From an optimization exercise on the open Yosys and OpenROAD flow, aimed at small area, a short achievable clock period and few clock cycles; shortcuts taken in it are not production practice. Only simulation tests tie the RTL to the original design; equivalence was not proved.

==> flow/design.v <==
module eddy_urlenc (
    input  wire          clk,
    input  wire          rst,            
    input  wire          start,
    input  wire [6:0]    in_len,         
    input  wire [1015:0] txt_in,         
    output reg           busy,
    output reg           done,
    output reg           err,
    output reg  [2:0]    err_code,
    output wire [4:0]    out_len,        
    output wire [135:0]  out_buf         
);
    localparam [2:0] E_INVALID_ARG = 3'd1,
                     E_LENGTH      = 3'd4,
                     E_SCHEME      = 3'd5;
    localparam NT = 107;                 
    localparam W  = 21;                  
    reg        ok;
    reg [4:0]  len_r;
    reg [135:0] buf_r;
    assign out_len = len_r & {5{ok}};
    assign out_buf = buf_r & {136{ok}};
    reg [6:0]  dd;         
    reg [6:0]  rr;         
    reg [16:1] go;         
    wire [95:0] head = txt_in[95:0];
    wire m_https_www = (in_len >= 7'd12) && (head[95:0] == {".www//:sptth"});
    wire m_http_www  = (in_len >= 7'd11) && (head[87:0] == {".www//:ptth"});
    wire m_https     = (in_len >= 7'd8)  && (head[63:0] == {"//:sptth"});
    wire m_http      = (in_len >= 7'd7)  && (head[55:0] == {"//:ptth"});
    wire       m_any = m_https_www | m_http_www | m_https | m_http;
    wire       s_f   = (head[39:32] == "s");
    wire       w_f   = s_f ? (in_len >= 7'd12) && (head[95:64] == {".www"})
                           : (in_len >= 7'd11) && (head[87:56] == {".www"});
    wire [1:0] pfx   = {~w_f, s_f};
    wire [2:0] st7   = {w_f, 1'b0, s_f};
    wire [6:0] cd  = busy ? dd : {4'd0, st7};
    wire [16:0] geo = busy ? {go, 1'b0} : 17'h1ffff;
    wire [6:0] rem = busy ? rr :
                     in_len - 7'd7 - {4'd0, st7};
    wire [8*(NT+96+W)-1:0] s7 = {{(8*(96+W)){1'b0}}, txt_in[8*7 +: 8*NT]};
    reg  [8*(W+31)-1:0] s5;
    reg  [8*(W+7)-1:0]  s3;
    wire [8*(W+5)-1:0]  s1 = cd[1] ? s3[8*2 +: 8*(W+5)] : s3[0 +: 8*(W+5)];
    reg  [8*W-1:0]      win;
    always @(*) begin
        case (cd[6:5])
            2'd0: s5 = s7[0     +: 8*(W+31)];
            2'd1: s5 = s7[8*32  +: 8*(W+31)];
            2'd2: s5 = s7[8*64  +: 8*(W+31)];
            default: s5 = s7[8*96 +: 8*(W+31)];
        endcase
        case (cd[4:3])
            2'd0: s3 = s5[0     +: 8*(W+7)];
            2'd1: s3 = s5[8*8   +: 8*(W+7)];
            2'd2: s3 = s5[8*16  +: 8*(W+7)];
            default: s3 = s5[8*24 +: 8*(W+7)];
        endcase
        case ({cd[2], cd[0]})
            2'd0: win = s1[0     +: 8*W];
            2'd1: win = s1[8     +: 8*W];
            2'd2: win = s1[8*4   +: 8*W];
            default: win = s1[8*5 +: 8*W];
        endcase
    end
    function [7:0] wc(input integer k);
        wc = win[8*k +: 8];
    endfunction
    reg [21:0] vld;
    reg [16:0] inv;
    reg [15:0] hit;
    reg [15:0] cov, hg;
    reg [15:0] endm;         
    reg [3:0]  code [0:15];
    reg [2:0]  slen [0:15];
    reg [7:0]  sym  [0:15];
    reg [W-1:0] h2, h6, h7;
    reg [15:0]  lo [0:W-1];
    reg [W-1:0] c_dot, c_sl, c_b, c_c, c_d, c_e, c_f, c_g, c_i, c_m, c_n, c_o,
                c_r, c_t, c_u, c_v, c_z;
    reg         m_com, m_org, m_edu, m_net, m_biz, m_gov, b3, binfo, sl3, slinfo;
    reg [2:0]   base;
    integer     j;
    always @(*) begin
        for (j = 0; j < 22; j = j + 1)
            vld[j] = busy ? (rr > j) :
                     w_f ? (s_f ? (in_len > j + 12) : (in_len > j + 11))
                         : (s_f ? (in_len > j + 8)  : (in_len > j + 7));
        for (j = 0; j < W; j = j + 1) begin
            h2[j] = vld[j] && win[8*j+4 +: 4] == 4'h2;
            h6[j] = vld[j] && win[8*j+4 +: 4] == 4'h6;
            h7[j] = vld[j] && win[8*j+4 +: 4] == 4'h7;
            lo[j] = 16'd1 << win[8*j +: 4];
            c_dot[j] = h2[j] & lo[j][14];
            c_sl[j]  = h2[j] & lo[j][15];
            c_b[j]   = h6[j] & lo[j][2];
            c_c[j]   = h6[j] & lo[j][3];
            c_d[j]   = h6[j] & lo[j][4];
            c_e[j]   = h6[j] & lo[j][5];
            c_f[j]   = h6[j] & lo[j][6];
            c_g[j]   = h6[j] & lo[j][7];
            c_i[j]   = h6[j] & lo[j][9];
            c_m[j]   = h6[j] & lo[j][13];
            c_n[j]   = h6[j] & lo[j][14];
            c_o[j]   = h6[j] & lo[j][15];
            c_r[j]   = h7[j] & lo[j][2];
            c_t[j]   = h7[j] & lo[j][4];
            c_u[j]   = h7[j] & lo[j][5];
            c_v[j]   = h7[j] & lo[j][6];
            c_z[j]   = h7[j] & lo[j][10];
        end
        for (j = 0; j <= 16; j = j + 1)
            inv[j] = (wc(j) < 8'd14);
        for (j = 0; j < 16; j = j + 1) begin
            m_com  = c_c[j+1] & c_o[j+2] & c_m[j+3];
            m_org  = c_o[j+1] & c_r[j+2] & c_g[j+3];
            m_edu  = c_e[j+1] & c_d[j+2] & c_u[j+3];
            m_net  = c_n[j+1] & c_e[j+2] & c_t[j+3];
            m_biz  = c_b[j+1] & c_i[j+2] & c_z[j+3];
            m_gov  = c_g[j+1] & c_o[j+2] & c_v[j+3];
            binfo  = c_i[j+1] & c_n[j+2] & c_f[j+3] & c_o[j+4];
            b3     = m_com | m_org | m_edu | m_net | m_biz | m_gov;
            base   = {m_biz | m_gov, m_edu | m_net | m_gov, m_org | m_net | m_biz};
            sl3    = c_sl[j+4];
            slinfo = c_sl[j+5];
            hit[j] = c_dot[j] & (b3 | binfo);
            if (binfo) begin
                code[j] = slinfo ? 4'd4 : 4'd11;
                slen[j] = slinfo ? 3'd6 : 3'd5;
                endm[j] = slinfo ? !vld[j+6] : !vld[j+5];
            end else begin
                code[j] = sl3 ? {1'b0, base} : {1'b0, base} + 4'd7;
                slen[j] = sl3 ? 3'd5 : 3'd4;
                endm[j] = sl3 ? !vld[j+5] : !vld[j+4];
            end
        end
        hg = hit & geo[15:0];
        for (j = 0; j < 16; j = j + 1) begin
            cov[j] = (j >= 1 && hg[j-1]) || (j >= 2 && hg[j-2]) || (j >= 3 && hg[j-3]) ||
                     (j >= 4 && hg[j-4] && slen[j-4] >= 3'd5) ||
                     (j >= 5 && hg[j-5] && slen[j-5] == 3'd6);
            sym[j] = hit[j] ? {4'd0, code[j]} : (vld[j] && !cov[j]) ? wc(j) : 8'd0;
        end
    end
    reg  [15:0] cand;        
    reg  [16:0] pre;         
    reg  [16:0] lit;         
    reg  [15:0] first;       
    reg  [16:1] go_nxt;
    reg  [2:0]  lp;          
    reg  [4:0]  p2;          
    reg         found, e_inv, fin_m;
    always @(*) begin
        cand = hit & geo[15:0];
        for (j = 0; j < 16; j = j + 1)
            pre[j] = ~|(cand & ~(16'hfffe << j));
        pre[16] = pre[15];
        found = ~pre[15];
        first[0] = cand[0];
        for (j = 1; j < 16; j = j + 1)
            first[j] = cand[j] & pre[j-1];
        lit = geo & pre & vld;
        e_inv = |(lit & inv);
        for (j = 1; j <= 16; j = j + 1)
            go_nxt[j] = ~pre[j-1];
        lp = 3'd0;
        p2 = 5'd0;
        fin_m = 1'b0;
        for (j = 0; j < 16; j = j + 1)
            if (first[j]) begin
                lp = slen[j];
                p2 = j + 2;
                fin_m = endm[j];
            end
    end
    wire e_len = !found && !e_inv && vld[16];
    wire fin   = found ? fin_m : !vld[16];
    wire [6:0] dd3 = cd + 7'd3, dd4 = cd + 7'd4, dd5 = cd + 7'd5;
    wire [6:0] rr3 = rem - 7'd3, rr4 = rem - 7'd4, rr5 = rem - 7'd5;
    reg  [6:0] dd_nxt, rr_nxt;
    always @(*) begin
        dd_nxt = ({7{lp == 3'd4}} & dd3) | ({7{lp == 3'd5}} & dd4) | ({7{lp == 3'd6}} & dd5);
        rr_nxt = ({7{lp == 3'd4}} & rr3) | ({7{lp == 3'd5}} & rr4) | ({7{lp == 3'd6}} & rr5);
    end
    reg [127:0] body_nxt;
    integer b;
    always @(*) begin
        for (b = 0; b < 16; b = b + 1)
            body_nxt[8*b +: 8] = geo[b] ? sym[b] : buf_r[8 + 8*b +: 8];
    end
    task fail(input [2:0] code);
        begin
            ok       <= 1'b0;
            err      <= 1'b1;
            err_code <= code;
            done     <= 1'b1;
            busy     <= 1'b0;
        end
    endtask
    always @(posedge clk) begin
        if (rst) begin
            busy     <= 1'b0;
            done     <= 1'b0;
            ok       <= 1'b0;
            err      <= 1'b0;
            err_code <= 3'd0;
            dd       <= 7'd0;
            rr       <= 7'd0;
            go       <= 16'd0;
        end else begin
            done <= 1'b0;
            if (busy || start) begin
                if (!busy) buf_r[7:0] <= {6'd0, pfx};
                buf_r[135:8] <= body_nxt;
                len_r <= found ? p2 : rem[4:0] + 5'd1;
                if (!busy && in_len == 7'd0) fail(E_INVALID_ARG);
                else if (!busy && !m_any) fail(E_SCHEME);
                else if (e_inv) fail(E_INVALID_ARG);
                else if (e_len) fail(E_LENGTH);
                else begin
                    dd <= dd_nxt;
                    rr <= rr_nxt;
                    go <= go_nxt;
                    if (fin) begin
                        ok       <= 1'b1;
                        err      <= 1'b0;
                        err_code <= 3'd0;
                        done     <= 1'b1;
                        busy     <= 1'b0;
                    end else begin
                        busy     <= 1'b1;
                    end
                end
            end
        end
    end
endmodule
==> flow/config.mk <==
export PLATFORM = sky130hd
export DESIGN_NAME = eddy_urlenc
export DESIGN_NICKNAME = eddy_urlenc
export VERILOG_FILES = /design/flow/design.v
export SDC_FILE = /design/flow/constraint.sdc
export NUM_CORES = 4
export LEC_CHECK = 0
export ABC_AREA = 1
export CAP_MARGIN = 30
export CORE_MARGIN = 2
export CORE_UTILIZATION = 20
export GPL_TIMING_DRIVEN = 0
export SETUP_SLACK_MARGIN = 2.0
export SLEW_MARGIN = 30
==> flow/constraint.sdc <==
create_clock -name core_clock -period 10.0 [get_ports {clk}]
set_input_delay 2.0000 -clock core_clock [delete_from_list [all_inputs] [get_ports {clk}]]
set_output_delay 2.0000 -clock core_clock [all_outputs]
set_load 0.01 [all_outputs]
run.sh (not shown) runs the stock make flow with config.mk's settings and CLKGATE_MAP_FILE= SYNTH_SCRIPT=/design/flow/synth_recipe.tcl, a recipe that flattens the netlist after the stock synthesis.
The baseline completed with no timing, DRC or antenna violations.
Testbench counts at the start, summed over its fixed seeds: cycles 2,090.
==> next run, changes <==
==> flow/flow/run.sh (new file) <==
#!/bin/bash
# The standard layout, except that the ports are buffered with buf_1 rather
# than the resizer's default choice (a slow, larger delay cell); repair then
# sizes the port buffers as timing needs. The layout's full output goes to
# standard_flow.log here, ORFS's own logs to orfs/logs.
set -euo pipefail
here=$(pwd)
export BUFFER_PORTS_ARGS="-buffer_cell sky130_fd_sc_hd__buf_1"
bash "$here/standard.sh" > "$here/standard_flow.log" 2>&1
==> flow/standard.sh (new file) <==
#!/bin/bash
# synth_recipe.tcl (not shown) runs the flow's synth.tcl, then flattens the netlist and writes it again
# the make line also repeats each setting of config.mk as NAME=value (left out here)
make -C /OpenROAD-flow-scripts/flow DESIGN_CONFIG=/design/flow/config.mk WORK_HOME=/design/flow/orfs CLKGATE_MAP_FILE= SYNTH_SCRIPT=/design/flow/synth_recipe.tcl "${@:-finish}"
SETUP_SLACK_MARGIN = 3.0   (was 2.0)
removed: flow/run.sh
=> The changed run finished clean; non-clock buffer count rises by 378; setup slack gets better by 0.46 ns; cell count rises by 3.3%; worst hold slack gets worse by 0.019 ns.
==> next run, changes <==
SETUP_SLACK_MARGIN = 1.0   (was 3.0)
Setup slack is worse by 1.3 ns.
First-iteration DRC count goes up slightly.
Register-to-register slack gets worse by 1.3 ns.
==> next run, changes <==
SETUP_SLACK_MARGIN = 2.0   (was 1.0)
Outcome: Synthesized area does not change; non-clock buffer count is higher by 116; cell count went up by about 1%; clock skew rose by 0.0039 ns; clock-buffer cell count is unchanged; sequential share of layout area falls by 0.47 points; wire length is higher by 0.64%.

==> port drivers added, routing unchanged <==
No port has a modelled driver above. Below, the same layouts with a new extraction and two added sets of constraints.
Step 1 assumes that a clkbuf_16 drives the clock port and a buf_2 every other input.
Step 2 moves the port delays by t, midway between the first and last clock arrival at a register: inputs arrive t later, outputs are due t later. That takes back most of the time a late clock gives input paths.
Three values: ideal, step 1, step 2; two values: the first two.
| run | t, ns | setup WS [ns] | clock arrival spread, ns |
|---|---|---|---|
| the first run | 0.611 | 1.507 / 1.507 / 1.097 | 0.045 / 0.045 |
| the second run | 0.606 | 1.969 / 1.969 / 1.540 | 0.046 / 0.046 |
| the third run | 0.603 | 0.637 / 0.637 / 0.112 | 0.043 / 0.043 |
| the fourth run | 0.601 | 1.493 / 1.493 / 0.962 | 0.047 / 0.047 |
After both steps every run listed still meets setup and hold. For the fourth run, which loses most, drivers alone change the setup slack by 0.000 ns; drivers and shift together by -0.531 ns.
